Source: an optimization exercise on an open RTL-to-GDS flow (aim: a short achievable clock period and few clock cycles). Production flows keep margins and buffers that such runs may drop.
Only simulation tests tie the RTL to the original design; equivalence was not proved.
Power and IR drop assume default switching activity.

==> flow/design.v <==
module vm20_core (
    input  wire        clk,
    input  wire        rst,           
    input  wire [7:0]  exec_start,    
    output reg         mem_req,
    output reg         mem_we,
    output reg  [7:0]  mem_addr,
    output reg  [19:0] mem_wdata,
    input  wire        mem_ready,
    input  wire [19:0] mem_rdata,
    input  wire        in_valid,
    input  wire [7:0]  in_data,
    input  wire        in_eof,
    input  wire        in_err,
    output reg         in_take,
    output reg         out_valid,
    output reg         out_kind,      
    output reg  [19:0] out_data,
    input  wire        out_ready,
    input  wire        out_err,
    output wire [2:0]  status,
    output wire [7:0]  pc,
    output wire [19:0] r0,
    output wire [19:0] r1,
    output wire [19:0] r2,
    output wire [19:0] r3
);
    localparam [2:0] ST_RUNNING = 3'd0, ST_HALTED = 3'd1, ST_EOI = 3'd2,
                     ST_ILLIO   = 3'd3, ST_LIMIT  = 3'd4;
    localparam [3:0] OP_LD = 4'd0,  OP_LDI = 4'd1, OP_ST  = 4'd2,  OP_ADD = 4'd3,
                     OP_SUB = 4'd4, OP_MUL = 4'd5, OP_DIV = 4'd6,  OP_OR  = 4'd7,
                     OP_AND = 4'd8, OP_SHL = 4'd9, OP_SHR = 4'd10, OP_IO  = 4'd11,
                     OP_BR  = 4'd12, OP_BRZ = 4'd13, OP_BRN = 4'd14, OP_BRS = 4'd15;
    localparam [7:0] INSTR_LIMIT = 8'd200;
    localparam integer I_EXEC = 0,
                       I_MW   = 1,
                       I_MUL  = 2,
                       I_DIVN = 3,
                       I_DIV  = 4,
                       I_DIVF = 5,
                       I_OUT  = 6,
                       I_IN   = 7,
                       I_INST = 8,
                       I_MULF = 9,
                       I_DIVS = 10,
                       I_DONE = 11,
                       I_INF  = 12;
    localparam [12:0] E_EXEC = 13'd1 << I_EXEC,
                      E_MW   = 13'd1 << I_MW  ,
                      E_MUL  = 13'd1 << I_MUL ,
                      E_DIVN = 13'd1 << I_DIVN,
                      E_DIV  = 13'd1 << I_DIV ,
                      E_DIVF = 13'd1 << I_DIVF,
                      E_OUT  = 13'd1 << I_OUT ,
                      E_IN   = 13'd1 << I_IN  ,
                      E_INST = 13'd1 << I_INST,
                      E_MULF = 13'd1 << I_MULF,
                      E_DIVS = 13'd1 << I_DIVS,
                      E_DONE = 13'd1 << I_DONE,
                      E_INF  = 13'd1 << I_INF ;
    localparam NC = 8;                 
    reg [19:0] regs [0:3];
    reg [7:0]  pc_q;         
    reg [7:0]  count;
    reg [2:0]  status_q;
    reg [12:0] est;
    reg [19:0] ir;
    reg        ir_v;
    reg        ir_nop;       
    reg        ir_bt;        
    reg [7:0]  ir_btt;       
    reg        pb_bt;
    reg [7:0]  pb_btt;
    reg        if_bt;        
    reg [7:0]  if_btt;       
    localparam NB = 4;
    reg        bt_v   [0:NB-1];
    reg [7:0]  bt_pc  [0:NB-1];
    reg [7:0]  bt_tgt [0:NB-1];
    reg [1:0]  bt_ptr;
    reg [19:0] ir_sx;        
    reg        ir_sxv;
    reg        ir_rz;        
    reg        ir_rzv;       
    reg [7:0]  ir_hv;        
    reg        ir_hit;       
    reg        ir_aok;       
    reg        lr_q;         
    reg [19:0] pb;
    reg        pb_v;
    reg        if_v;
    reg [7:0]  fa;           
    reg        c_v   [0:NC-1];
    reg [7:0]  c_tag [0:NC-1];
    reg [19:0] c_val [0:NC-1];
    reg [2:0]  c_ptr;        
    reg [19:0] opnd;         
    reg        io_ok;        
    reg [19:0] md_a;         
    reg [19:0] md_b;         
    reg [19:0] md_acc;       
    reg [19:0] md_rem;       
    reg [4:0]  md_cnt;
    reg        md_neg;
    reg [19:0] md_ta;        
    reg [19:0] md_tb;
    reg        tok_started;
    reg        tok_neg;
    reg        tok_digit;
    reg        tok_bad;
    reg        tok_ovf;
    reg [19:0] tok_mag;
    reg [19:0] tok_w;        
    reg        tok_pend;     
    reg [3:0]  tok_d;
    assign status = status_q;
    assign pc     = pc_q;
    assign r0     = regs[0];
    assign r1     = regs[1];
    assign r2     = regs[2];
    assign r3     = regs[3];
    function [19:0] ksadd;
        input [19:0] x;
        input [19:0] z;
        input        cin;
        reg   [19:0] g, p, gn, pn;
        integer i, d;
        begin
            g = x & z;
            p = x ^ z;
            g[0] = g[0] | (p[0] & cin);
            for (d = 1; d < 20; d = d * 2) begin
                gn = g;
                pn = p;
                for (i = 0; i < 20; i = i + 1)
                    if (i >= d) begin
                        gn[i] = g[i] | (p[i] & g[i-d]);
                        pn[i] = p[i] & p[i-d];
                    end
                g = gn;
                p = pn;
            end
            ksadd = (x ^ z) ^ {g[18:0], cin};
        end
    endfunction
    function [20:0] ksaddc;
        input [19:0] x;
        input [19:0] z;
        input        cin;
        reg   [19:0] g, p, gn, pn;
        integer i, d;
        begin
            g = x & z;
            p = x ^ z;
            g[0] = g[0] | (p[0] & cin);
            for (d = 1; d < 20; d = d * 2) begin
                gn = g;
                pn = p;
                for (i = 0; i < 20; i = i + 1)
                    if (i >= d) begin
                        gn[i] = g[i] | (p[i] & g[i-d]);
                        pn[i] = p[i] & p[i-d];
                    end
                g = gn;
                p = pn;
            end
            ksaddc = {g[19], (x ^ z) ^ {g[18:0], cin}};
        end
    endfunction
    wire [3:0] op     = ir[19:16];
    wire [1:0] rf     = ir[15:14];
    wire [1:0] xf     = ir[13:12];
    wire [7:0] sf     = ir[7:0];
    wire       is_nop = ir_nop;
    wire       x0     = (xf == 2'd0);
    wire [19:0] rval = regs[rf];
    wire [19:0] xval = regs[xf];
    wire [19:0] xv   = x0 ? 20'd0 : xval;
    wire        rzf  = (rval == 20'd0);
    wire [19:0] sx    = ir_sx;
    wire [7:0]  sx8   = ir_sx[7:0];
    wire addr_ok = ir_aok;           
    wire jump_ok = ir_sx[19] || (ir_sx[18:8] == 11'd0);
    wire shamt_ok = addr_ok && (sx8[7:5] == 3'd0) && (sx8[4:0] <= 5'd19);
    reg  [7:0] pc1_q;        
    wire [7:0] pc1 = pc1_q;
    wire [8:0]  rel8   = {1'b0, pc1} + {1'b0, ir_sx[7:0]};
    wire [7:0]  rel_t  = rel8[7:0];
    wire        rel_ok = ir_sx[19] || (rel8[8] ? (ir_sx[18:8] == 11'h7FF)
                                               : (ir_sx[18:8] == 11'd0));
    wire ir_ok   = ir_v && !lr_q;
    wire ir_go   = ir_ok && (x0 || ir_sxv);
    wire ex      = est[I_EXEC] && ir_go && !is_nop;
    wire k_memrd = (op == OP_LD) || (op == OP_ADD) || (op == OP_SUB) || (op == OP_MUL) ||
                   (op == OP_DIV) || (op == OP_OR) || (op == OP_AND) ||
                   (op == OP_IO && rf == 2'd2);
    wire k_jpt   = (op == OP_BR && rf[0]) || (op == OP_BRS) || (op == OP_BRZ);
    wire k_jump  = k_jpt || (op == OP_BRN);
    reg  [19:0]   c_hval;
    integer ci;
    always @(*) begin
        c_hval = 20'd0;
        for (ci = 0; ci < NC; ci = ci + 1)
            if (ir_hv[ci]) c_hval = c_hval | c_val[ci];
    end
    wire c_hit = ir_hit;
    reg j_taken;
    always @(*) begin
        case (op)
            OP_BRZ:  j_taken = rzf && jump_ok;
            OP_BRN:  j_taken = rval[19] && jump_ok;
            OP_BR:   j_taken = (rf == 2'd2) ? rel_ok : jump_ok;
            default: j_taken = jump_ok;
        endcase
    end
    wire [7:0] j_tgt = (op == OP_BR && rf == 2'd2) ? rel_t : sx8;
    wire [19:0] shl_res = rval << sx8[4:0];
    wire [19:0] shr_res = $signed(rval) >>> sx8[4:0];
    wire        from_mem = est[I_MW];
    wire [19:0] mopnd    = from_mem ? mem_rdata : c_hval;
    wire        mop_z   = (mopnd == 20'd0);
    wire        md_z    = (op == OP_MUL) ? (rzf || mop_z) : mop_z;
    wire        alu_sub = (op == OP_SUB);
    wire [19:0] alu_b   = alu_sub ? ~mopnd : mopnd;
    wire [19:0] alu_sum = ksadd(rval, alu_b, alu_sub);
    wire        alu_as  = (op == OP_ADD) || (op == OP_SUB);
    wire [19:0] alu_lg  = (op == OP_OR)  ? (rval | mopnd) :
                          (op == OP_AND) ? (rval & mopnd) : mopnd;
    wire [19:0] alu_res = alu_as ? alu_sum : alu_lg;
    wire [19:0] mul_p0  = md_b[0] ? md_a               : 20'd0;
    wire [19:0] mul_p1  = md_b[1] ? {md_a[18:0], 1'b0} : 20'd0;
    wire [19:0] mul_p2  = md_b[2] ? {md_a[17:0], 2'b0} : 20'd0;
    wire [19:0] mul_p3  = md_b[3] ? {md_a[16:0], 3'b0} : 20'd0;
    wire [19:0] mul_s1  = md_acc ^ md_rem ^ mul_p0;
    wire [19:0] mul_c1  = {((md_acc & md_rem) | (md_acc & mul_p0) | (md_rem & mul_p0)), 1'b0};
    wire [19:0] mul_s2  = mul_p1 ^ mul_p2 ^ mul_p3;
    wire [19:0] mul_c2  = {((mul_p1 & mul_p2) | (mul_p1 & mul_p3) | (mul_p2 & mul_p3)), 1'b0};
    wire [19:0] mul_s3  = mul_s1 ^ mul_c1 ^ mul_s2;
    wire [19:0] mul_c3  = {((mul_s1 & mul_c1) | (mul_s1 & mul_s2) | (mul_c1 & mul_s2)), 1'b0};
    wire [19:0] mul_s4  = mul_s3 ^ mul_c3 ^ mul_c2;
    wire [19:0] mul_c4  = {((mul_s3 & mul_c3) | (mul_s3 & mul_c2) | (mul_c3 & mul_c2)), 1'b0};
    wire [19:0] mul_acc = ksadd(md_acc, md_rem, 1'b0);
    wire        mul_last = (md_b[19:4] == 16'd0);
    function [19:0] smear;
        input [19:0] v;
        reg   [19:0] t;
        begin
            t = v;
            t = t | (t >> 1);
            t = t | (t >> 2);
            t = t | (t >> 4);
            t = t | (t >> 8);
            t = t | (t >> 16);
            smear = t;
        end
    endfunction
    function [4:0] tlen;
        input [19:0] t;
        reg   [19:0] h;
        integer k;
        begin
            h = t & ~(t >> 1);
            tlen = 5'd0;
            for (k = 0; k < 20; k = k + 1)
                tlen = tlen | (h[k] ? (k[4:0] + 5'd1) : 5'd0);
        end
    endfunction
    wire [19:0] div_ta   = md_ta;
    wire [19:0] div_tb   = md_tb;
    wire [4:0]  div_la   = tlen(div_ta);
    wire [4:0]  div_lb   = tlen(div_tb);
    wire        div_triv = |(div_tb & ~div_ta);
    wire [4:0]  div_n    = div_la - div_lb + 5'd1;
    wire [19:0] div_rem0 = md_a >> md_cnt;
    wire [19:0] div_a0   = md_a << (5'd20 - md_cnt);
    wire [19:0] div_sh   = {md_rem[18:0], md_a[19]};
    wire [20:0] div_dc   = ksaddc(div_sh, ~md_b, 1'b1);
    wire [19:0] div_diff = div_dc[19:0];
    wire        div_take = div_dc[20];
    wire [19:0] div_q    = {md_acc[18:0], div_take};
    wire [19:0] rmag = ksadd(rval[19] ? ~rval : rval, 20'd0, rval[19]);
    wire [19:0] mmag = ksadd(mopnd[19] ? ~mopnd : mopnd, 20'd0, mopnd[19]);
    wire        in_sep   = (in_data <= 8'd32) || (in_data >= 8'd127 && in_data <= 8'd160);
    wire        in_digit = (in_data >= 8'h30) && (in_data <= 8'h39);
    wire [23:0] tok_a    = {1'b0, tok_mag, 3'b0};
    wire [23:0] tok_b    = {3'b0, tok_mag, 1'b0};
    wire [23:0] tok_c    = {20'd0, tok_d};
    wire [23:0] tok_s    = tok_a ^ tok_b ^ tok_c;
    wire [23:0] tok_k    = {((tok_a & tok_b) | (tok_a & tok_c) | (tok_b & tok_c)), 1'b0};
    wire [20:0] tok_lo   = ksaddc(tok_s[19:0], tok_k[19:0], 1'b0);
    wire [3:0]  tok_hi   = tok_s[23:20] + tok_k[23:20] + {3'd0, tok_lo[20]};
    wire [23:0] tok_next = {tok_hi, tok_lo[19:0]};
    wire        tok_ok   = !tok_bad && tok_digit && !tok_ovf &&
                           (tok_neg ? (tok_mag <= 20'd524288) : (tok_mag <= 20'd524287));
    wire [19:0] tok_val  = tok_neg ? (20'd0 - tok_mag) : tok_mag;
    wire e_rd   = ex && k_memrd && !c_hit;               
    wire e_st   = ex && (op == OP_ST) && addr_ok;        
    wire e_we   = e_st || (est[I_INST] && io_ok);
    wire e_port = e_rd || e_we;
    wire [7:0] e_addr = sx8;
    reg tk_fast;
    always @(*) begin
        case (op)
            OP_BRN:  tk_fast = rval[19] && jump_ok;
            OP_BRZ:  tk_fast = !ir_rzv || (ir_rz && jump_ok);
            default: tk_fast = jump_ok;
        endcase
    end
    wire follow0 = x0 && k_jpt;
    wire pred_t  = follow0 || ir_bt;           
    wire fast_rd = ex && k_jump && (tk_fast != pred_t);
    wire [7:0] fast_tgt = tk_fast ? sx8 : pc1;
    reg e_done;              
    always @(*) begin
        e_done = 1'b0;
        case (1'b1)
            est[I_EXEC]: if (ir_go) begin
                if (is_nop) e_done = 1'b1;
                else case (op)
                    OP_LD, OP_ADD, OP_SUB, OP_OR, OP_AND:
                        e_done = c_hit || (!x0 && !addr_ok);
                    OP_MUL, OP_DIV:
                        e_done = (!x0 && !addr_ok) || (c_hit && md_z);
                    OP_ST:
                        e_done = !addr_ok || mem_ready;
                    OP_IO:
                        case (rf)
                            2'd0: e_done = 1'b0;
                            2'd1: e_done = in_valid || in_eof || in_err;
                            2'd2: e_done = !addr_ok || (c_hit && out_ready);
                            2'd3: e_done = out_ready;
                        endcase
                    default: e_done = 1'b1;    
                endcase
            end
            est[I_MW]:   e_done = (op == OP_IO) ? out_ready :
                             (((op != OP_MUL) && (op != OP_DIV)) || md_z);
            est[I_MUL]:  e_done = 1'b0;
            est[I_MULF]: e_done = 1'b1;
            est[I_DIVN]: e_done = !md_tb[0] || div_triv;
            est[I_DIV]:  e_done = (md_cnt == 5'd1) && !md_neg;
            est[I_DIVF]: e_done = 1'b1;
            est[I_OUT]:  e_done = out_ready;
            est[I_IN]:   e_done = in_err || (in_eof && !tok_started);
            est[I_INST]: e_done = !io_ok || mem_ready;
            default: ;
        endcase
    end
    wire is_j      = ex && (k_jump || (op == OP_BR && rf == 2'd2));
    wire j_go      = is_j && j_taken;
    wire [7:0] npc = j_go ? j_tgt : pc1;
    wire [7:0] npc1 = j_go ? (j_tgt + 8'd1) : (pc1 + 8'd1);    
    wire j_follow  = k_jump ? tk_fast : pred_t;
    wire [7:0] j_fadr = (follow0 || (k_jump && !pred_t)) ? sx8 : ir_btt;
    wire late_rd   = is_j && ((j_taken != j_follow) ||
                              (j_taken && j_fadr != j_tgt));
    wire bt_upd    = is_j && !follow0;
    reg  [NB-1:0] bt_mv;                       
    integer bj;
    always @(*)
        for (bj = 0; bj < NB; bj = bj + 1)
            bt_mv[bj] = bt_v[bj] && (bt_pc[bj] == pc_q);
    wire st_hazard = e_we && mem_ready && (e_addr == pc1);
    wire flush     = fast_rd || lr_q || st_hazard;
    wire [1:0] q_tot   = {1'b0, ir_v} + {1'b0, pb_v} + {1'b0, if_v};
    wire       q_room  = flush || (q_tot <= 2'd1) || (q_tot == 2'd2 && e_done);
    wire       running = (status_q == ST_RUNNING);
    wire       f_ok    = running && !e_port && q_room;
    wire [19:0] aw     = mem_rdata;
    wire        a_pred = if_v && !lr_q && (aw[11:8] == 4'd0) && (aw[13:12] == 2'd0) &&
                         ((aw[19:16] == OP_BR && aw[14]) || (aw[19:16] == OP_BRS) ||
                          (aw[19:16] == OP_BRZ));
    wire        a_jbt  = (aw[11:8] == 4'd0) &&
                         ((aw[19:16] == OP_BRN) || (aw[19:16] == OP_BR && aw[15:14] == 2'd2) ||
                          ((aw[13:12] != 2'd0) &&
                           ((aw[19:16] == OP_BR && aw[14]) || (aw[19:16] == OP_BRS) ||
                            (aw[19:16] == OP_BRZ))));
    wire        b_pred = if_v && !lr_q && if_bt && a_jbt;
    wire        f_own  = !e_port && !fast_rd;
    wire [7:0]  a_tgt  = a_pred ? aw[7:0] : if_btt;
    wire [7:0]  b_addr = e_port ? e_addr : (fast_rd ? fast_tgt : fa);
    wire [7:0]  f_addr = (a_pred && f_own) ? aw[7:0] :
                         (b_pred && f_own) ? if_btt : b_addr;
    wire        f_acc  = f_ok && mem_ready;
    reg        bt_hit;
    reg [7:0]  bt_hitt;
    integer bi;
    always @(*) begin
        bt_hit  = 1'b0;
        bt_hitt = 8'd0;
        for (bi = 0; bi < NB; bi = bi + 1)
            if (bt_v[bi] && bt_pc[bi] == f_addr) begin
                bt_hit  = 1'b1;
                bt_hitt = bt_hitt | bt_tgt[bi];
            end
    end
    always @(*) begin
        mem_req   = running;
        mem_we    = e_we;
        mem_addr  = f_addr;
        mem_wdata = est[I_INST] ? tok_w : rval;
    end
    always @(*) begin
        in_take   = 1'b0;
        out_valid = 1'b0;
        out_kind  = 1'b0;
        out_data  = opnd;
        if (ex && op == OP_IO && rf == 2'd1)
            in_take = in_valid;
        if (est[I_IN])
            in_take = in_valid && (!in_sep || !tok_started);
        if (ex && op == OP_IO && rf == 2'd3) begin
            out_valid = 1'b1;
            out_kind  = 1'b1;
            out_data  = {12'd0, xval[19:12]};
        end
        if (ex && op == OP_IO && rf == 2'd2 && c_hit) begin
            out_valid = 1'b1;
            out_data  = c_hval;
        end
        if (est[I_MW] && op == OP_IO) begin
            out_valid = 1'b1;
            out_data  = mem_rdata;
        end
        if (est[I_OUT])
            out_valid = 1'b1;
    end
    reg        rw_en;
    reg [1:0]  rw_idx;
    reg [19:0] rw_oth;       
    wire       rw_alu = (est[I_EXEC] || est[I_MW]) &&
                        ((op == OP_LD) || (op == OP_ADD) || (op == OP_SUB) ||
                         (op == OP_OR) || (op == OP_AND));
    wire [19:0] rw_val = rw_alu ? alu_res : rw_oth;
    always @(*) begin
        rw_en  = 1'b0;
        rw_idx = rf;
        rw_oth = 20'd0;
        case (1'b1)
            est[I_EXEC]: if (ex) case (op)
                OP_LD, OP_ADD, OP_SUB, OP_OR, OP_AND:
                    rw_en = c_hit;
                OP_MUL: begin
                    rw_en  = c_hit && md_z;
                    rw_oth = 20'd0;
                end
                OP_LDI: begin
                    rw_en  = 1'b1;
                    rw_oth = sx;
                end
                OP_SHL: begin
                    rw_en  = shamt_ok;
                    rw_oth = shl_res;
                end
                OP_SHR: begin
                    rw_en  = shamt_ok;
                    rw_oth = shr_res;
                end
                OP_BRS: begin
                    rw_en  = 1'b1;
                    rw_oth = {12'd0, pc1};
                end
                OP_IO: if (rf == 2'd1) begin
                    rw_en  = in_valid && !in_err && !in_eof;
                    rw_idx = xf;
                    rw_oth = {xval[19:8], in_data};
                end
                default: ;
            endcase
            est[I_MW]: begin
                rw_en = (op != OP_MUL) && (op != OP_DIV) && (op != OP_IO);
                if (op == OP_MUL) begin
                    rw_en  = md_z;
                    rw_oth = 20'd0;
                end
            end
            est[I_MULF]: begin
                rw_en  = 1'b1;
                rw_oth = mul_acc;
            end
            est[I_DIVN]: begin
                rw_en  = md_tb[0] && div_triv;
                rw_oth = 20'd0;
            end
            est[I_DIV]: begin
                rw_en  = (md_cnt == 5'd1) && !md_neg;
                rw_oth = div_q;
            end
            est[I_DIVF]: begin
                rw_en  = 1'b1;
                rw_oth = 20'd0 - md_acc;
            end
            default: ;
        endcase
    end
    wire        fw_sp  = ir_v && !is_nop && ((op == OP_LDI) || (op == OP_BRS));
    wire        fw_en  = ex && fw_sp;
    wire [19:0] fw_val = (op == OP_LDI) ? sx : {12'd0, pc1};
    function [19:0] calc_sx;
        input [19:0] w;
        input        fwd;
        begin
            calc_sx = ksadd({12'd0, w[7:0]},
                            (w[13:12] == 2'd0) ? 20'd0 :
                            (fwd && fw_sp && rf == w[13:12]) ? fw_val : regs[w[13:12]], 1'b0);
        end
    endfunction
    function sx_fresh;
        input [19:0] w;
        input        fwd;
        begin
            sx_fresh = fwd ? !(rw_en && (rw_idx == w[13:12]) && !fw_en) &&
                             !(fw_sp && !fw_en && (rf == w[13:12]))
                           : !(rw_en && (rw_idx == w[13:12]));
        end
    endfunction
    function calc_rz;
        input [19:0] w;
        input        fwd;
        begin
            calc_rz = (((fwd && fw_sp && rf == w[15:14]) ? fw_val : regs[w[15:14]]) == 20'd0);
        end
    endfunction
    function rz_fresh;
        input [19:0] w;
        input        fwd;
        begin
            rz_fresh = fwd ? !(rw_en && (rw_idx == w[15:14]) && !fw_en) &&
                             !(fw_sp && !fw_en && (rf == w[15:14]))
                           : !(rw_en && (rw_idx == w[15:14]));
        end
    endfunction
    wire [19:0] sx_of_ir  = calc_sx(ir, 1'b0);
    wire [19:0] sx_of_pb  = calc_sx(pb, 1'b1);
    wire [19:0] sx_of_mem = calc_sx(mem_rdata, 1'b1);
    wire        c_wr   = (e_we && mem_ready) || from_mem;
    wire [7:0]  c_wtag = sx8;
    wire [19:0] c_wval = from_mem ? mem_rdata : mem_wdata;
    wire [NC-1:0] c_whv = ir_hv;
    wire        c_alloc = c_wr && !(|c_whv);
    function [8:0] calc_a8;             
        input [19:0] w;
        input        fwd;
        reg   [19:0] xr;
        reg   [8:0]  t;
        begin
            xr = (w[13:12] == 2'd0) ? 20'd0 :
                 (fwd && fw_sp && rf == w[13:12]) ? fw_val : regs[w[13:12]];
            t  = {1'b0, w[7:0]} + {1'b0, xr[7:0]};
            calc_a8 = {t[8] ? (xr[19:8] == 12'hFFF) : (xr[19:8] == 12'd0), t[7:0]};
        end
    endfunction
    function [NC-1:0] calc_hv;
        input [8:0] a;
        integer k;
        begin
            for (k = 0; k < NC; k = k + 1)
                calc_hv[k] = a[8] &&
                             ((c_alloc && c_ptr == k) ? (c_wtag == a[7:0])
                                                      : (c_v[k] && c_tag[k] == a[7:0]));
        end
    endfunction
    wire [8:0]    a8_of_ir  = calc_a8(ir, 1'b0);
    wire [8:0]    a8_of_pb  = calc_a8(pb, 1'b1);
    wire [8:0]    a8_of_mem = calc_a8(mem_rdata, 1'b1);
    wire [NC-1:0] hv_of_ir  = calc_hv(a8_of_ir);
    wire [NC-1:0] hv_of_pb  = calc_hv(a8_of_pb);
    wire [NC-1:0] hv_of_mem = calc_hv(a8_of_mem);
    always @(posedge clk) begin
        if (rst) begin
            regs[0]  <= 20'd0;
            regs[1]  <= 20'd0;
            regs[2]  <= 20'd0;
            regs[3]  <= 20'd0;
            pc_q     <= exec_start;
            pc1_q    <= exec_start + 8'd1;
            fa       <= exec_start;
            count    <= 8'd0;
            status_q <= ST_RUNNING;
            est      <= E_EXEC;
            ir_v     <= 1'b0;
            pb_v     <= 1'b0;
            if_v     <= 1'b0;
            lr_q     <= 1'b0;
            for (ci = 0; ci < NC; ci = ci + 1)
                c_v[ci] <= 1'b0;
            c_ptr    <= 3'd0;
            for (bi = 0; bi < NB; bi = bi + 1)
                bt_v[bi] <= 1'b0;
            bt_ptr   <= 2'd0;
            if_bt    <= 1'b0;
        end else begin
            if (rw_en)
                regs[rw_idx] <= rw_val;
            if_v   <= f_acc;
            if_bt  <= bt_hit;
            if_btt <= bt_hitt;
            lr_q <= late_rd;
            if (late_rd)
                fa <= npc;
            else if (f_acc)
                fa <= f_addr + 8'd1;
            else if (st_hazard)
                fa <= pc1;
            else if (fast_rd)
                fa <= fast_tgt;
            else if (a_pred || b_pred)
                fa <= a_tgt;
            if (flush) begin
                ir_v <= 1'b0;
                pb_v <= 1'b0;
            end else if (e_done || !ir_ok) begin
                if (pb_v) begin
                    ir_sx  <= sx_of_pb;
                    ir_hv  <= hv_of_pb;
                    ir_hit <= |hv_of_pb;
                    ir_aok <= a8_of_pb[8];
                    ir_sxv <= sx_fresh(pb, 1'b1);
                    ir_rz  <= calc_rz(pb, 1'b1);
                    ir_rzv <= rz_fresh(pb, 1'b1);
                    ir    <= pb;
                    ir_bt  <= pb_bt;
                    ir_btt <= pb_btt;
                    ir_nop <= (pb[11:8] != 4'd0);
                    ir_v  <= 1'b1;
                    pb    <= mem_rdata;
                    pb_bt  <= b_pred;
                    pb_btt <= if_btt;
                    pb_v  <= if_v;
                end else begin
                    ir_sx  <= sx_of_mem;
                    ir_hv  <= hv_of_mem;
                    ir_hit <= |hv_of_mem;
                    ir_aok <= a8_of_mem[8];
                    ir_sxv <= sx_fresh(mem_rdata, 1'b1);
                    ir_rz  <= calc_rz(mem_rdata, 1'b1);
                    ir_rzv <= rz_fresh(mem_rdata, 1'b1);
                    ir    <= mem_rdata;
                    ir_bt  <= b_pred;
                    ir_btt <= if_btt;
                    ir_nop <= (mem_rdata[11:8] != 4'd0);
                    ir_v  <= if_v;
                end
            end else begin
                ir_sx  <= sx_of_ir;
                ir_hv  <= hv_of_ir;
                ir_hit <= |hv_of_ir;
                ir_aok <= a8_of_ir[8];
                ir_sxv <= sx_fresh(ir, 1'b0);
                ir_rz  <= calc_rz(ir, 1'b0);
                ir_rzv <= rz_fresh(ir, 1'b0);
                if (if_v) begin
                    pb    <= mem_rdata;
                    pb_bt  <= b_pred;
                    pb_btt <= if_btt;
                    pb_v  <= 1'b1;
                end
            end
            if (bt_upd) begin
                for (bi = 0; bi < NB; bi = bi + 1)
                    if (bt_mv[bi]) begin
                        bt_v[bi]   <= j_taken;
                        bt_tgt[bi] <= j_tgt;
                    end
                if (!(|bt_mv) && j_taken) begin
                    bt_v[bt_ptr]   <= 1'b1;
                    bt_pc[bt_ptr]  <= pc_q;
                    bt_tgt[bt_ptr] <= j_tgt;
                    bt_ptr         <= bt_ptr + 2'd1;
                end
            end
            if (c_wr) begin
                if (|c_whv) begin
                    for (ci = 0; ci < NC; ci = ci + 1)
                        if (c_whv[ci]) c_val[ci] <= c_wval;
                end else begin
                    c_v[c_ptr]   <= 1'b1;
                    c_tag[c_ptr] <= c_wtag;
                    c_val[c_ptr] <= c_wval;
                    c_ptr        <= c_ptr + 3'd1;
                end
            end
            if (e_done) begin
                pc_q  <= npc;
                pc1_q <= npc1;
                count <= count + 8'd1;
                est   <= E_EXEC;
                if (count == INSTR_LIMIT - 8'd1) begin
                    status_q <= ST_LIMIT;
                    est      <= E_DONE;
                end
            end
            case (1'b1)
                est[I_EXEC]: if (ex) begin
                    case (op)
                        OP_LD, OP_ADD, OP_SUB, OP_OR, OP_AND, OP_MUL, OP_DIV:
                            if (c_hit) begin
                                if ((op == OP_MUL || op == OP_DIV) && !md_z) begin
                                    md_a   <= (op == OP_MUL) ? rval : rmag;
                                    md_b   <= (op == OP_MUL) ? c_hval : mmag;
                                    md_ta  <= smear(rmag);
                                    md_tb  <= smear(mmag);
                                    md_acc <= 20'd0;
                                    md_rem <= 20'd0;
                                    md_neg <= rval[19] ^ c_hval[19];
                                    est    <= (op == OP_MUL) ? E_MUL : E_DIVN;
                                end
                            end else if (mem_ready && (x0 || addr_ok)) begin
                                est <= E_MW;
                            end
                        OP_IO:
                            case (rf)
                                2'd0: begin
                                    tok_started <= 1'b0;
                                    tok_neg     <= 1'b0;
                                    tok_digit   <= 1'b0;
                                    tok_bad     <= 1'b0;
                                    tok_ovf     <= 1'b0;
                                    tok_mag     <= 20'd0;
                                    tok_pend    <= 1'b0;
                                    io_ok       <= addr_ok;
                                    est         <= E_IN;
                                end
                                2'd1:
                                    if (in_err) begin
                                        status_q <= ST_ILLIO;
                                        est      <= E_DONE;
                                    end else if (in_eof) begin
                                        status_q <= ST_EOI;
                                        est      <= E_DONE;
                                    end
                                2'd2:
                                    if (c_hit) begin
                                        if (out_ready && out_err) begin
                                            status_q <= ST_ILLIO;
                                            est      <= E_DONE;
                                        end
                                    end else if (mem_ready && (x0 || addr_ok)) begin
                                        est <= E_MW;
                                    end
                                2'd3:
                                    if (out_ready && out_err) begin
                                        status_q <= ST_ILLIO;
                                        est      <= E_DONE;
                                    end
                            endcase
                        OP_BR:
                            if (rf == 2'd0) begin
                                status_q <= ST_HALTED;
                                est      <= E_DONE;
                            end
                        default: ;
                    endcase
                end
                est[I_MW]: begin
                    case (op)
                        OP_MUL: if (!md_z) begin
                            md_a   <= rval;
                            md_b   <= mem_rdata;
                            md_acc <= 20'd0;
                            md_rem <= 20'd0;
                            est    <= E_MUL;
                        end
                        OP_DIV: if (!md_z) begin
                            md_a   <= rmag;
                            md_b   <= mmag;
                            md_ta  <= smear(rmag);
                            md_tb  <= smear(mmag);
                            md_acc <= 20'd0;
                            md_rem <= 20'd0;
                            md_neg <= rval[19] ^ mem_rdata[19];
                            est    <= E_DIVN;
                        end
                        OP_IO:
                            if (!out_ready) begin
                                opnd <= mem_rdata;
                                est  <= E_OUT;
                            end else if (out_err) begin
                                status_q <= ST_ILLIO;
                                est      <= E_DONE;
                            end
                        default: ;
                    endcase
                end
                est[I_MUL]: begin
                    if (mul_last) est <= E_MULF;
                    md_acc <= mul_s4;
                    md_rem <= mul_c4;
                    md_a   <= {md_a[15:0], 4'd0};
                    md_b   <= {4'd0, md_b[19:4]};
                end
                est[I_DIVN]:
                    if (md_tb[0] && !div_triv) begin
                        md_cnt <= div_n;
                        est    <= E_DIVS;
                    end
                est[I_DIVS]: begin
                    md_rem <= div_rem0;
                    md_a   <= div_a0;
                    est    <= E_DIV;
                end
                est[I_DIV]: begin
                    md_rem <= div_take ? div_diff[19:0] : div_sh;
                    md_acc <= div_q;
                    md_a   <= {md_a[18:0], 1'b0};
                    md_cnt <= md_cnt - 5'd1;
                    if (md_cnt == 5'd1 && md_neg) est <= E_DIVF;
                end
                est[I_OUT]:
                    if (out_ready && out_err) begin
                        status_q <= ST_ILLIO;
                        est      <= E_DONE;
                    end
                est[I_INF]: begin
                    io_ok <= io_ok && tok_ok;
                    tok_w <= tok_val;
                    est   <= E_INST;
                end
                est[I_IN]: begin
                    if (tok_pend) begin
                        if (tok_next > 24'd524288) tok_ovf <= 1'b1;
                        tok_mag <= tok_next[19:0];
                    end
                    tok_pend <= 1'b0;
                    if (in_err) begin
                        status_q <= ST_ILLIO;
                        est      <= E_DONE;
                    end else if (in_eof) begin
                        if (!tok_started) begin
                            status_q <= ST_EOI;
                            est      <= E_DONE;
                        end else
                            est <= E_INF;
                    end else if (in_valid) begin
                        if (in_sep) begin
                            if (tok_started)
                                est <= E_INF;
                        end else begin
                            tok_started <= 1'b1;
                            if (!tok_started && (in_data == 8'h2B || in_data == 8'h2D)) begin
                                tok_neg <= (in_data == 8'h2D);
                            end else if (in_digit) begin
                                tok_digit <= 1'b1;
                                tok_pend  <= 1'b1;
                                tok_d     <= in_data[3:0];
                            end else begin
                                tok_bad <= 1'b1;
                            end
                        end
                    end
                end
                default: ;
            endcase
        end
    end
endmodule
==> flow/run.sh <==
#!/bin/bash
# synth_recipe.tcl (not shown) runs the flow's synth.tcl, then flattens the netlist and writes it again
# the make line also repeats each setting of config.mk as NAME=value (left out here)
make -C /OpenROAD-flow-scripts/flow DESIGN_CONFIG=/design/flow/config.mk WORK_HOME=/design/flow/orfs CLKGATE_MAP_FILE= SYNTH_SCRIPT=/design/flow/synth_recipe.tcl finish
==> flow/constraint.sdc <==
create_clock -name core_clock -period 8.0 [get_ports {clk}]
set_input_delay 1.6000 -clock core_clock [delete_from_list [all_inputs] [get_ports {clk}]]
set_output_delay 1.6000 -clock core_clock [all_outputs]
set_load 0.01 [all_outputs]
==> flow/config.mk <==
export PLATFORM = sky130hd
export DESIGN_NAME = vm20_core
export DESIGN_NICKNAME = vm20_core
export VERILOG_FILES = /design/flow/design.v
export SDC_FILE = /design/flow/constraint.sdc
export NUM_CORES = 4
export LEC_CHECK = 0
export CAP_MARGIN = 20
export CORE_MARGIN = 2
export CORE_UTILIZATION = 40
export SETUP_SLACK_MARGIN = 3.0
export SLEW_MARGIN = 20
export TNS_END_PERCENT = 30
==> metrics.md, run 1 <==
| Metric | Value |
|---|---|
| Core Region | `around 140000 µm²` |
| Clk_skew | `between 0.06 and 0.07 ns` |
| I/O pins | `between 150 and 200` |
| Die width | `about 380 µm` |
| Post-route ant nets | `0` |
| Clock Tree Buf Depth | `3` |
| Post-synth EDFFs | `about 690` |
| CTS Buf Count | `approximately 90` |
| Synth Instances | `approximately 5.9k` |
| Clk sinks | `between 700 and 800` |
| Via count | `53.4k` |
| TNS Setup | `0 ns` |
| Fin crit share | `65.9%` |
| Worst Path Required | `around 8.5 ns` |
| Port bufs | `between 150 and 200` |
| Hold_ws | `0.462 ns` |
| Synthesized flop and latch total | `between 700 and 800` |
| # H-tree levels | `3` |
| Async set or reset register ratio after synthesis | `0%` |
| Power per Cell Area | `roughly 190 nW/µm²` |
| Startpoint Class | `input port` |
| Layout cells sized above 1 | `approximately 16%` |
| Total Power | `between 10 and 15 mW` |
| Die height | `roughly 380 µm` |
| Comb power frac | `between 20 and 30%` |
| Reg2reg path depth | `14` |
| Final Hold Viols | `0` |
| CP dominant cell by count | `buf_4` |
| Sw Share | `between 30% and 40%` |
| Final non-filler cell total | `8193` |
| WP data arrival | `roughly 5.8 ns` |
| Netlist cell types | `~100` |
| WL met3 | `between 20 and 30 mm` |
| Mapped Area | `56800 µm²` |
| FMAX | `0.190 GHz` |
| CTS tree | `done` |
| Max-Cap Viols | `0` |
| Largest stage delay, worst path | `0.90 ns` |
| Routed wl met2 | `117 mm` |
| Crit Path Max Fanout | `18` |
| Initial antenna violation count | `19` |
| Wire per inst | `between 30 and 40 µm` |
| Syn Area/Cell | `between 9 and 10 µm²` |
| Worst hold path class | `register to register` |
| Site Rows | `around 140` |
| DR iter-0 viols | `approximately 7.0k` |
| Largest net degree at the start of global routing | `77` |
| Peak VDD IR | `0.188 mV` |
| Crit-path cells | `clkdlybuf4s50_1 > o21ai_0 > a211oi_2 > buf_4 > nand2_1 > nor2_2 > a21o_1 > buf_4` |
| CP Capture Type | `register` |
| Worst slew pin tran | `approximately 1.2 ns` |
| GR Util All Layers | `a little over a third` |
| Placed instance count | `roughly 7.9k` |
| Critical path depth | `8` |
| Top Metal Used | `met5` |
| M1 WL | `~100 mm` |
| Clock transition at the registers of the reported paths | `around 0.06 ns` |
| Count leader, synth | `edfxtp_1` |
| Pre-Repair DR Iteration Count | `9` |
| Area Overhead vs Synth | `18.7%` |
| Pint | `8.25 mW` |
| Worst-Skew Late Latency | `between 0.7 and 0.8 ns` |
| Status | `complete, no violations` |
| Crit-path leading delay family | `compound AO/OA/AOI/OAI gates` |
| Area leader, netlist | `edfxtp_1` |
| Endpoints failing setup | `0` |
| Die area | `roughly 140000 µm²` |
| Synth warn | `1` |
| Initial Util | `around two fifths` |
| Crit Path Class | `input port to register` |
| Vias in the first global route | `roughly 51k` |
| Slowest cell on crit path | `clkdlybuf4s50_1` |
| Buf+Inv Stages, Crit Path | `3` |
| P_leak | `approximately 24 nW` |
| Yosys top cell area share | `36.2%` |
| First-pass GRT wire length | `367 mm` |
| Avg Vias per Cell | `approximately 6.5` |
| Area contributors post-synth | `edfxtp_1 36%, xnor2_1 5.2%, mux4_2 4.0%, nor2_1 3.6%, ha_1 3.5%` |
| Syn nets | `approximately 6.2k` |
| Sequential Power Share | `roughly 36%` |
| Layout Nets | `~6.5k` |
| RSZ-0062 raised after global routing | `true` |
| Total routed wirelength | `between 200 and 300 mm` |
| Top FF cell, synth | `edfxtp_1` |
| DRC | `0` |
| Grt total ovfl | `0` |
| Clk pwr share | `35.0%` |
| Crit path time final | `~5.3 ns` |
| Relative slew slack | `between 15 and 20%` |
| Worst Hold Depth | `1` |
| Final GP Congestion | `between 1 and 1.5` |
| Max-slew violation count | `0` |
| Synth top cells by count | `685 x edfxtp_1, 550 x nor2_1, 466 x nand2_1` |
| Clk root buf | `clkbuf_16` |
| Post-DP HPWL | `about 190 mm` |
| Switch Pwr | `~4.3 mW` |
| Post-synthesis sequential area ratio | `38.1%` |
==> logic make-up after synthesis <==
logic type               after synthesis  share of synthesized area (%)
buffers and inverters                644                           4.33
XOR/XNOR                             523                           8.25
AO/OA/AOI/OAI                       1576                           18.2
adder cells (fa/ha/maj)              243                           6.44
AND/OR/NAND/NOR                     1871                           16.1
multiplexers                         349                           8.61
flip-flops                           738                           38.1
==> layout make-up <==
class,count,area [µm²]
clock inverters,57,847
repair buffers,563,5050
well taps,1890,2360
inverters,267,1020
multi-input cells,4567,34200
fillers,13300,73900
flip-flops and latches,738,21600
clock buffers,106,2290
diodes,5,12.5
==> state kept, by name (all words and copies together), names as in the netlist, 32 cells and up, named ones only <==
name    flops
bt_pc      32
bt_tgt     32
c_tag      64
c_val     160
regs       80
==> placed cells by master, fill, tap and decap left out, types with 28 or more instances in the layout <==
cell type / instances
a211oi_1: 62
a21o_1: 63
a21oi_1: 321
a222oi_1: 40
a22oi_1: 134
a31oi_1: 61
and2_1: 106
and3_1: 36
buf_4: 337
clkbuf_16: 89
clkdlybuf4s50_1: 148
dfxtp_1: 47
edfxtp_1: 685
fa_1: 76
ha_1: 151
inv_1: 255
mux2_2: 78
mux2i_1: 161
mux4_2: 101
nand2_1: 457
nand2b_1: 62
nand3_1: 121
nand4_1: 84
nor2_1: 533
nor2b_1: 45
nor3_1: 112
nor4_1: 87
o211ai_1: 49
o21a_1: 55
o21ai_0: 338
o21ai_2: 28
o221ai_1: 28
o22ai_1: 53
or3_1: 29
xnor2_1: 330
xor2_1: 177
==> power by group through the flow <==
stage,clock network [mW],logic [mW],registers [mW]
2_1_floorplan,0,2.04,4.54
3_3_place_gp,0,3.27,4.62
3_5_place_dp,0,3.27,4.62
4_1_cts,4.44,3.47,4.53
5_1_grt,4.58,3.80,4.54
6_report,4.42,3.65,4.54
==> worst register-to-register path: stages (launching register included) <==
cell	delay, ns
edfxtp_1	0.42
buf_12	0.17
buf_4	0.23
a22oi_1	0.22
nand4_1	0.46
o21a_1	0.37
buf_4	0.25
nor4_1	0.50
o221ai_2	0.37
a2bb2oi_1	0.24
nor3_1	0.57
a21boi_0	0.27
and4_1	0.38
nand2_1	0.13
or2_2	0.32
==> per-layer routing <==
layer | up-vias | global-route usage [%]
met3 | 769 | 7.03
met1 | 26400 | 44.2
met2 | 3385 | 54.3
li1 | 22800 | -
met4 | 8 | 20.9
met5 | - | 0
==> repair_timing <==
item,CTS,global route
setup buffers,109,44
resized for setup,325,115
hold buffers,0,0
pin swaps,46,53
setup endpoints to repair,612,355
gates cloned,4,3
==> through the flow <==
step | utilization, % | area (µm²) | worst slack [ns]
after floorplan | - | 57000 | 2.61
after global placement | 43.5 | 61400 | 0.962
after detailed placement | 43.5 | 61500 | 0.826
after CTS | 47.1 | 66500 | 2.60
after global routing | 47.7 | 67400 | 2.65
final | 47.7 | 67400 | 2.73
==> final timing paths <==
path,start,to,slack [ns]
hold / removal,c_v[3],c_v[3],0.46
setup / recovery,mem_ready,c_val[2][3],2.73
hold reg to reg,c_v[3],c_v[3],0.46
setup reg to reg,ir_hv[0],md_tb[5],2.81
Testbench counts, summed over its fixed seeds: cycles 66,500.
==> inputs of run 2 (changes only) <==
==> flow/flow/run.sh (new file) <==
#!/bin/bash
# Layout: the standard flow (standard.sh, unchanged synthesis and steps), with the
# ports buffered by sky130_fd_sc_hd__buf_4 instead of the delay-cell buffer that
# buffer_ports picks by default. The make output goes to standard.log; each ORFS step
# keeps its own log under orfs/logs.
set -euo pipefail
export BUFFER_PORTS_ARGS="-buffer_cell sky130_fd_sc_hd__buf_4"
bash standard.sh > standard.log 2>&1
==> flow/standard.sh (new file) <==
#!/bin/bash
# synth_recipe.tcl (not shown) runs the flow's synth.tcl, then flattens the netlist and writes it again
# the make line also repeats each setting of config.mk as NAME=value (left out here)
make -C /OpenROAD-flow-scripts/flow DESIGN_CONFIG=/design/flow/config.mk WORK_HOME=/design/flow/orfs CLKGATE_MAP_FILE= SYNTH_SCRIPT=/design/flow/synth_recipe.tcl "${@:-finish}"
removed: flow/run.sh
==> run 2 against run 1 <==
  * Via count up 0.40%
  * Utilization down 0.58 points
  * Clock-buffer cell count unchanged
==> metrics.md, run 2 <==
| Metric | Value |
|---|---|
| Netlist cell types | `103 (unchanged)` |
| Mux cell area share after synthesis | `8.61% (unchanged)` |
| Area leader, netlist | `edfxtp_1 (unchanged)` |
| Complex-gate fraction of the synthesized area | `18.2% (unchanged)` |
| Relative slew slack | `15.9% (was 16.1%)` |
| Endpoints failing setup | `0 (unchanged)` |
| Die height | `381 µm (unchanged)` |
| Xor and xnor area share after synthesis | `8.25% (unchanged)` |
| Worst Path Required | `6.40 ns (was 8.48 ns)` |
| Grt total ovfl | `0 (unchanged)` |
| Clock transition at the registers of the reported paths | `0.06 ns (about the same)` |
| Final GP Congestion | `1.05 (was 1.02)` |
| Commonest non-fill, non-tap cell in the layout | `edfxtp_1 (unchanged)` |
| Clk sinks | `738 (unchanged)` |
| Avg Vias per Cell | `6.56 (was 6.51)` |
| Crit Path Class | `input port to primary output (was input port to register)` |
| Via count | `53.6k (was 53.4k)` |
| Combinational family with the most area after synthesis | `compound AO/OA/AOI/OAI gates (unchanged)` |
| Area Overhead vs Synth | `17.3% (was 18.7%)` |
| Crit Path Max Fanout | `15 (was 18)` |
| Total Power | `12.5 mW (was 12.6 mW)` |
| Post-synthesis sequential area ratio | `38.1% (unchanged)` |
| CTS tree | `done (unchanged)` |
| Final non-filler cell total | `8162 (was 8193)` |
| Crit-path cells | `buf_12 > nor4_4 > buf_6 > o2111ai_1 > buf_4 > nor2_4 > a31oi_1 > and4_1 > o31a_4 > inv_4 > buf_6 (was clkdlybuf4s50_1 > o21ai_0 > a211oi_2 > buf_4 > nand2_1 > nor2_2 > a21o_1 > buf_4)` |
| Crit path time final | `5.21 ns (was 5.27 ns)` |
| Clock Tree Buf Depth | `3 (unchanged)` |
| Largest net degree at the start of global routing | `65 (was 77)` |
| Reg with most FFs | `c_val (unchanged)` |
| Peak VDD IR | `0.199 mV (was 0.188 mV)` |
| Fin crit share | `65.2% (was 65.9%)` |
| # H-tree levels | `3 (unchanged)` |
| Status | `complete, no violations (unchanged)` |
| Clk_skew | `0.0678 ns (was 0.0692 ns)` |
| Max-slew violation count | `0 (unchanged)` |
| Count leader, synth | `edfxtp_1 (unchanged)` |
| Top FF cell, synth | `edfxtp_1 (unchanged)` |
| Largest stage delay, worst path | `0.32 ns (was 0.90 ns)` |
| WP data arrival | `3.61 ns (was 5.75 ns)` |
| Clk root buf | `clkbuf_16 (unchanged)` |
| Post-synthesis adder-cell area fraction | `6.44% (unchanged)` |
| Worst Hold Depth | `1 (unchanged)` |
| Synth warn | `1 (unchanged)` |
| FMAX | `0.192 GHz (was 0.190 GHz)` |
| TNS Setup | `0 ns (unchanged)` |
| Worst hold path class | `register to register (unchanged)` |
| Slowest cell on crit path | `o31a_4 (was clkdlybuf4s50_1)` |
| P_leak | `24.0 nW (was 24.1 nW)` |
| Power per Cell Area | `187 nW/µm² (about the same)` |
| Layout cells sized above 1 | `18.1% (was 15.8%)` |
| Buf+Inv Stages, Crit Path | `5 (was 3)` |
| I/O pins | `188 (unchanged)` |
| Layout Nets | `6482 (was 6512)` |
| Initial Util | `40.2% (unchanged)` |
| Area contributors post-synth | `edfxtp_1 36%, xnor2_1 5.2%, mux4_2 4.0%, nor2_1 3.6%, ha_1 3.5% (unchanged)` |
| Mapped Area | `56800 µm² (unchanged)` |
| Synth Instances | `5944 (unchanged)` |
| CP dominant cell by count | `buf_6 (was buf_4)` |
| RSZ-0062 raised after global routing | `true (unchanged)` |
| Wire per inst | `31.9 µm (was 31.8 µm)` |
| Reg2reg path depth | `14 (unchanged)` |
| Pre-Repair DR Iteration Count | `9 (unchanged)` |
| Yosys top cell area share | `36.2% (unchanged)` |
| CTS Buf Count | `87 (was 88)` |
| Initial antenna violation count | `9 (was 19)` |
| Synthesized flop and latch total | `738 (unchanged)` |
| GR Util All Layers | `34.7% (about the same)` |
| Max-Cap Viols | `0 (unchanged)` |
| Vias in the first global route | `50.1k (was 50.5k)` |
| Total routed wirelength | `260 mm (was 261 mm)` |
| Syn nets | `6231 (unchanged)` |
| CP Capture Type | `primary output (was register)` |
| Post-DP HPWL | `192 mm (about the same)` |
| Async set or reset register ratio after synthesis | `0% (unchanged)` |
| Post-synth EDFFs | `685 (unchanged)` |
| Core Region | `141000 µm² (unchanged)` |
| Site Rows | `138 (unchanged)` |
| Die width | `381 µm (unchanged)` |
| Critical path depth | `11 (was 8)` |
| DRC | `0 (unchanged)` |
| Die area | `145000 µm² (unchanged)` |
| Syn Area/Cell | `9.55 µm² (unchanged)` |
| Startpoint Class | `input port (unchanged)` |
| Worst slew pin tran | `1.25 ns (about the same)` |
| Crit-path leading delay family | `buffers and inverters (was compound AO/OA/AOI/OAI gates)` |
| Placed instance count | `7849 (was 7865)` |
| Post-route ant nets | `0 (unchanged)` |
| Cts hold-fix bufs | `0 (unchanged)` |
| DR iter-0 viols | `7405 (was 7010)` |
| Commonest non-fill, non-tap cells in the layout | `685 x edfxtp_1, 532 x nor2_1, 483 x buf_4 (was 685 x edfxtp_1, 533 x nor2_1, 457 x nand2_1)` |
| Final Hold Viols | `0 (unchanged)` |
| Worst-Skew Late Latency | `0.76 ns (was 0.77 ns)` |
| Biggest regs | `c_val (160), regs (80), c_tag (64) (unchanged)` |
| Max reg flops | `160 (unchanged)` |
| Synth top cells by count | `685 x edfxtp_1, 550 x nor2_1, 466 x nand2_1 (unchanged)` |
| First-pass GRT wire length | `367 mm (about the same)` |
| Synth Area in Simple Gates | `16.1% (unchanged)` |
| Port bufs | `187 (unchanged)` |
-- run 2: worst paths after layout --
| path | start | end | slack, ns |
|---|---|---|---|
| max reg2reg | register | register | 2.93 |
| min reg2reg | c_v[3] | c_v[3] | 0.45 |
| min | c_v[3] | c_v[3] | 0.45 |
| max | mem_rdata[10] | mem_addr[4] | 2.79 |
-- run 2: cells by family (layout without fill, tap and decap cells) --
group,count (synthesis),count (layout)
and+or+nand+nor,1871,1875
AOI/OAI and AO/OA,1576,1577
DFF,738,738
buffers and inverters,644,963
xor gates and xnor gates,523,523
muxes,349,349
adders and majority gates,243,243
other,0,4
-- run 2: where the power goes --
| group | switching (mW) | total (mW) | leakage (nW) | internal (mW) |
|---|---|---|---|---|
| sequential | 0.157 | 4.54 | 6.79 | 4.38 |
| combinational | 2.35 | 3.64 | 15.8 | 1.29 |
| clock | 1.83 | 4.28 | 1.45 | 2.45 |
| total | 4.33 | 12.5 | 24.0 | 8.12 |
-- run 2: metal layers --
metal  vias up  track usage, %  wire length [µm]
met5         -               0                66
met4         8            22.3             20400
met3       878            7.47             27700
met2      3638            52.9            114000
met1     26200            44.6             98600
li1      22800               -                 -
-- run 2: metrics by stage --
| step | util, % | hold WS (ns) | setup WS, ns | instance area, µm² |
|---|---|---|---|---|
| global route | 47.1 | 0.484 | 2.59 | 66600 |
| CTS | 46.5 | 0.453 | 2.77 | 65700 |
| finish | 47.1 | 0.452 | 2.79 | 66600 |
| detailed placement | 43.1 | 0.440 | 1.38 | 60900 |
| global placement | 43.1 | 0.433 | 1.33 | 60900 |
| floorplan | - | 0.424 | 2.61 | 57000 |
-- run 2: final cells by class --
cell class | instances | area [µm²]
timing repair buffer | 533 | 4350
sequential | 738 | 21700
clock buffer | 106 | 2310
clock inverter | 56 | 721
timing repair inverter | 1 | 5.00
fill | 13400 | 74700
antenna | 4 | 10.0
inverter | 267 | 1010
tap | 1890 | 2360
multi-input combinational | 4567 | 34100
-- run 2: what timing repair did --
| item | CTS | global route |
|---|---|---|
| pin swaps | 37 | 47 |
| buffers inserted | 100 | 36 |
| endpoints found under the setup margin | 514 | 335 |
| gates cloned | 4 | 3 |
| resized for setup | 212 | 113 |
==> inputs of run 3 (changes only) <==
--- a/flow/design.v
+++ b/flow/design.v
@@ -109,7 +109,7 @@
     reg        tok_digit;
     reg        tok_bad;
     reg        tok_ovf;
-    reg [19:0] tok_mag;
+    reg [23:0] tok_mag;      
     reg [19:0] tok_w;        
     reg        tok_pend;     
     reg [3:0]  tok_d;
@@ -282,17 +282,18 @@
     wire [19:0] mmag = ksadd(mopnd[19] ? ~mopnd : mopnd, 20'd0, mopnd[19]);
     wire        in_sep   = (in_data <= 8'd32) || (in_data >= 8'd127 && in_data <= 8'd160);
     wire        in_digit = (in_data >= 8'h30) && (in_data <= 8'h39);
-    wire [23:0] tok_a    = {1'b0, tok_mag, 3'b0};
-    wire [23:0] tok_b    = {3'b0, tok_mag, 1'b0};
+    wire [23:0] tok_a    = {tok_mag[20:0], 3'b0};
+    wire [23:0] tok_b    = {tok_mag[22:0], 1'b0};
     wire [23:0] tok_c    = {20'd0, tok_d};
     wire [23:0] tok_s    = tok_a ^ tok_b ^ tok_c;
     wire [23:0] tok_k    = {((tok_a & tok_b) | (tok_a & tok_c) | (tok_b & tok_c)), 1'b0};
     wire [20:0] tok_lo   = ksaddc(tok_s[19:0], tok_k[19:0], 1'b0);
     wire [3:0]  tok_hi   = tok_s[23:20] + tok_k[23:20] + {3'd0, tok_lo[20]};
     wire [23:0] tok_next = {tok_hi, tok_lo[19:0]};
+    wire        tok_big  = (tok_mag > 24'd524288);
     wire        tok_ok   = !tok_bad && tok_digit && !tok_ovf &&
-                           (tok_neg ? (tok_mag <= 20'd524288) : (tok_mag <= 20'd524287));
-    wire [19:0] tok_val  = tok_neg ? (20'd0 - tok_mag) : tok_mag;
+                           (tok_neg ? !tok_big : (tok_mag <= 24'd524287));
+    wire [19:0] tok_val  = tok_neg ? (20'd0 - tok_mag[19:0]) : tok_mag[19:0];
     wire e_rd   = ex && k_memrd && !c_hit;               
     wire e_st   = ex && (op == OP_ST) && addr_ok;        
     wire e_we   = e_st || (est[I_INST] && io_ok);
@@ -716,7 +717,7 @@
                                     tok_digit   <= 1'b0;
                                     tok_bad     <= 1'b0;
                                     tok_ovf     <= 1'b0;
-                                    tok_mag     <= 20'd0;
+                                    tok_mag     <= 24'd0;
                                     tok_pend    <= 1'b0;
                                     io_ok       <= addr_ok;
                                     est         <= E_IN;
@@ -817,10 +818,8 @@
                     est   <= E_INST;
                 end
                 est[I_IN]: begin
-                    if (tok_pend) begin
-                        if (tok_next > 24'd524288) tok_ovf <= 1'b1;
-                        tok_mag <= tok_next[19:0];
-                    end
+                    if (tok_big) tok_ovf <= 1'b1;
+                    if (tok_pend) tok_mag <= tok_next;
                     tok_pend <= 1'b0;
                     if (in_err) begin
                         status_q <= ST_ILLIO;
==> run 3 against run 2 <==
  * Worst hold slack improved by 0.042 ns
  * Sequential share of layout area up 0.35 points
  * Non-clock buffer count fell by 46
  * Largest power group unchanged
==> metrics.md, run 3 <==
| Metric | Value |
|---|---|
| Hold EP | `count[7] (was c_v[3])` |
| FMAX | `0.192 GHz (about the same)` |
| Endpoints failing setup | `0 (unchanged)` |
| CP Capture Type | `primary output (unchanged)` |
| Area occupied by multi-input gates | `34200 µm² (was 34100 µm²)` |
| Crit Path Max Fanout | `9 (was 15)` |
| Core Region | `141000 µm² (about the same)` |
| Initial Util | `40.3% (was 40.2%)` |
| # H-tree levels | `3 (unchanged)` |
| Synth Area in Simple Gates | `16.1% (about the same)` |
| Avg Vias per Cell | `6.53 (was 6.56)` |
| Final Hold Viols | `0 (unchanged)` |
| Area contributors post-synth | `edfxtp_1 36%, xnor2_1 5.5%, nor2_1 4.0%, mux4_2 3.8%, ha_1 3.6% (was edfxtp_1 36%, xnor2_1 5.2%, mux4_2 4.0%, nor2_1 3.6%, ha_1 3.5%)` |
| Wire per inst | `31.2 µm (was 31.9 µm)` |
| Placed Area | `60700 µm² (was 60900 µm²)` |
| Sw Share | `34.3% (was 34.8%)` |
| Clock transition at the registers of the reported paths | `0.06 ns (about the same)` |
| Commonest non-fill, non-tap cells in the layout | `689 x edfxtp_1, 583 x nor2_1, 442 x buf_4 (was 685 x edfxtp_1, 532 x nor2_1, 483 x buf_4)` |
| Status | `complete, no violations (unchanged)` |
| Reg2reg path depth | `11 (was 14)` |
| CTS tree | `done (unchanged)` |
| Worst Path Required | `6.40 ns (about the same)` |
| Post-synthesis adder-cell area fraction | `6.48% (was 6.44%)` |
| Die area | `145000 µm² (about the same)` |
| TNS Setup | `0 ns (unchanged)` |
| Fin crit share | `65.3% (was 65.2%)` |
| CTS Buf Count | `87 (unchanged)` |
| Area Overhead vs Synth | `16.2% (was 17.3%)` |
| Post-synthesis sequential area ratio | `38.2% (was 38.1%)` |
| Startpoint Class | `register (was input port)` |
| Pint | `7.87 mW (was 8.12 mW)` |
| Site Rows | `138 (unchanged)` |
| Power per Cell Area | `181 nW/µm² (was 187 nW/µm²)` |
| Complex-gate fraction of the synthesized area | `18.1% (was 18.2%)` |
| GR Util All Layers | `33.3% (was 34.7%)` |
| Relative slew slack | `16.8% (was 15.9%)` |
| Worst hold start | `count[7] (was c_v[3])` |
| Syn nets | `6202 (was 6231)` |
| Reg with most FFs | `c_val (unchanged)` |
| Yosys top cell area share | `36.3% (was 36.2%)` |
| Max-Cap Viols | `0 (unchanged)` |
| Flop2flop setup slack | `2.86 ns (was 2.93 ns)` |
| Buf+Inv Stages, Crit Path | `4 (was 5)` |
| Worst slew pin tran | `1.24 ns (was 1.25 ns)` |
| Synth warn | `1 (unchanged)` |
| Die height | `381 µm (about the same)` |
| Crit Path Class | `register to primary output (was input port to primary output)` |
| P_leak | `23.8 nW (was 24.0 nW)` |
| Post-synth EDFFs | `689 (was 685)` |
| Max-slew violation count | `0 (unchanged)` |
| Sequential Power Share | `38.1% (was 36.5%)` |
| Layout cells sized above 1 | `17.1% (was 18.1%)` |
| Hold_ws | `0.495 ns (was 0.452 ns)` |
| Commonest non-fill, non-tap cell in the layout | `edfxtp_1 (unchanged)` |
| DRC | `0 (unchanged)` |
| Async set or reset register ratio after synthesis | `0% (unchanged)` |
| Biggest regs | `c_val (160), regs (80), c_tag (64) (unchanged)` |
| Worst-Skew Late Latency | `0.75 ns (was 0.76 ns)` |
| Worst hold path class | `register to register (unchanged)` |
| Xor and xnor area share after synthesis | `8.61% (was 8.25%)` |
| Via count | `52.8k (was 53.6k)` |
| CP dominant cell by count | `buf_4 (was buf_6)` |
| Reg-to-reg endpoint | `pc_q[5]` |
| Netlist cell types | `113 (was 103)` |
| Largest net degree at the start of global routing | `71 (was 65)` |
| Reg area | `21800 µm² (was 21700 µm²)` |
| Worst setup margin | `2.78 ns (was 2.79 ns)` |
| Slowest cell on crit path | `o21ai_0 (was o31a_4)` |
| Mapped Area | `57000 µm² (was 56800 µm²)` |
| Syn Area/Cell | `9.64 µm² (was 9.55 µm²)` |
| RSZ-0062 raised after global routing | `true (unchanged)` |
| DR iter-0 viols | `7552 (was 7405)` |
| Top FF cell, synth | `edfxtp_1 (unchanged)` |
| Combinational family with the most area after synthesis | `compound AO/OA/AOI/OAI gates (unchanged)` |
| Max reg flops | `160 (unchanged)` |
| Largest stage delay, worst path | `0.86 ns (was 0.32 ns)` |
| Synthesized flop and latch total | `742 (was 738)` |
| Clk pwr share | `34.4% (was 34.3%)` |
| Crit-path cells | `buf_4 > buf_4 > mux4_2 > inv_1 > o21ai_0 > buf_4 (was buf_12 > nor4_4 > buf_6 > o2111ai_1 > buf_4 > nor2_4 > a31oi_1 > and4_1 > o31a_4 > inv_4 > buf_6)` |
| Worst Hold Depth | `2 (was 1)` |
| WP data arrival | `3.62 ns (was 3.61 ns)` |
| Dpl ws | `1.38 ns (about the same)` |
| Final GP Congestion | `1.09 (was 1.05)` |
| Count leader, synth | `edfxtp_1 (unchanged)` |
| Initial antenna violation count | `11 (was 9)` |
| I/O pins | `188 (unchanged)` |
| Port bufs | `187 (unchanged)` |
| Clk_skew | `0.0514 ns (was 0.0678 ns)` |
| Area leader, netlist | `edfxtp_1 (unchanged)` |
| Synth top cells by count | `689 x edfxtp_1, 600 x nor2_1, 445 x nand2_1 (was 685 x edfxtp_1, 550 x nor2_1, 466 x nand2_1)` |
| First-pass GRT wire length | `355 mm (was 367 mm)` |
| Total routed wirelength | `252 mm (was 260 mm)` |
| Switch Pwr | `4.10 mW (was 4.33 mW)` |
| # fillers | `13.3k (was 13.4k)` |
| Post-route cell area | `66200 µm² (was 66600 µm²)` |
| Crit-path leading delay family | `buffers and inverters (unchanged)` |
| Vias in the first global route | `49.4k (was 50.1k)` |
| Mux cell area share after synthesis | `8.39% (was 8.61%)` |
| Post-route ant nets | `0 (unchanged)` |
| Layout Nets | `6414 (was 6482)` |
| Crit path time final | `5.22 ns (was 5.21 ns)` |
| Grt total ovfl | `0 (unchanged)` |
| Synth Instances | `5912 (was 5944)` |
| Die width | `381 µm (about the same)` |
| Peak VDD IR | `0.159 mV (was 0.199 mV)` |
| Post-DP HPWL | `186 mm (was 192 mm)` |
| Clk root buf | `clkbuf_16 (unchanged)` |
| Comb power frac | `27.5% (was 29.2%)` |
| Clk sinks | `742 (was 738)` |
| Pre-Repair DR Iteration Count | `10 (was 9)` |
| Clock Tree Buf Depth | `3 (unchanged)` |
## run 3: how the worst max path moves through the flow
stage / start / to / cells past startpoint / slack (ns)
after floorplan: mem_rdata[12] / ir_hit / 21 / 2.28
after global placement: mem_rdata[13] / ir_hit / 16 / 1.46
after detailed placement: mem_rdata[13] / ir_hv[1] / 15 / 1.38
after CTS: register / mem_wdata[7] / 6 / 2.74
after global routing: ir[18] / out_data[1] / 11 / 2.78
final: register / mem_wdata[9] / 6 / 2.78
## run 3: cell families after synthesis
| family | after synthesis |
|---|---|
| fa+ha+maj | 246 |
| compound gates | 1530 |
| xor+xnor | 545 |
| mux | 346 |
| buf+inv | 617 |
| flops | 742 |
| simple gates | 1886 |
## run 3: cell type report
cell class | count | area share (%)
antenna | 6 | 0.0227
clock buffer | 105 | 3.47
clock inverter | 56 | 0.924
inverter | 248 | 1.45
multi-input combinational | 4557 | 51.7
sequential | 742 | 32.9
tap | 1890 | 3.57
timing repair buffer | 487 | 5.99
timing repair inverter | 1 | 0.0132
## run 3: layer usage
layer	vias to the layer above	GRT usage [%]	part of all wire, %
met5	-	0	0.022
met4	8	19.8	7.2
met3	816	9.20	12
met2	3577	49.8	43
met1	25900	42.8	38
li1	22600	-	-
## run 3: worst reg2reg max path: cells and delay by family, from the launching register on
family | cells | cell delay, ns
buffers and inverters | 4 | 1.52
AOI/OAI and AO/OA | 3 | 0.70
and+or+nand+nor | 3 | 1.50
muxes | 1 | 0.64
DFF | 1 | 0.37
## run 3: through the flow
step	util, %	total power, mW	std cells
after floorplan	-	6.45	5912
after global placement	42.9	7.55	7767
after detailed placement	42.9	7.57	7768
after CTS	46.3	11.8	8037
after global routing	46.8	12.3	8086
final	46.8	12.0	8092
## run 3: power by group through the flow
stage | clock network, mW | registers (mW) | logic [mW]
finish | 4.12 | 4.56 | 3.29
global route | 4.29 | 4.56 | 3.43
CTS | 4.14 | 4.55 | 3.11
detailed placement | 0 | 4.65 | 2.93
global placement | 0 | 4.64 | 2.90
floorplan | 0 | 4.55 | 1.90
## run 3: repair_timing
| item | CTS | global route |
|---|---|---|
| gates resized for setup | 212 | 74 |
| cloned | 7 | 1 |
| endpoints found under the setup margin | 400 | 296 |
| buffers inserted | 101 | 46 |
| pin swaps | 49 | 25 |
| hold buffers | 0 | 0 |
Testbench counts of run 3, summed over its fixed seeds: cycles 66,500.

==> re-timing with driven ports <==
In the flow no input, the clock included, has a driving cell. The finished layouts below were timed again as built, in two steps.
Step 1: set_driving_cell puts a clkbuf_16 on clk and a buf_2 on each other input, an assumption about the parent block.
Step 2 adds t to the input delays and takes it off the output delays; t is the mean of the earliest and latest rising clock arrival at the registers after step 1. Input paths then give back, and output paths get back, about the clock's delay inside the block.
Three values: ideal, step 1, step 2; two values: the first two.
| run | t (ns) | setup slack, ns | hold WS [ns] | clock arrival spread, ns | pins driven straight from the clock port |
|---|---|---|---|---|---|
| run 1 | 0.824 | 2.729 / 2.656 / 1.969 | 0.462 / 0.462 / 0.462 | 0.073 / 0.073 | 1 |
| run 2 | 0.812 | 2.788 / 2.704 / 2.232 | 0.452 / 0.452 / 0.452 | 0.068 / 0.067 | 1 |
| run 3 | 0.810 | 2.778 / 2.696 / 1.990 | 0.495 / 0.495 / 0.495 | 0.054 / 0.054 | 1 |
After both steps every run listed still meets setup and hold. The setup slack of run 3, which loses most, moves by -0.082 ns with the drivers and by -0.788 ns with both steps.
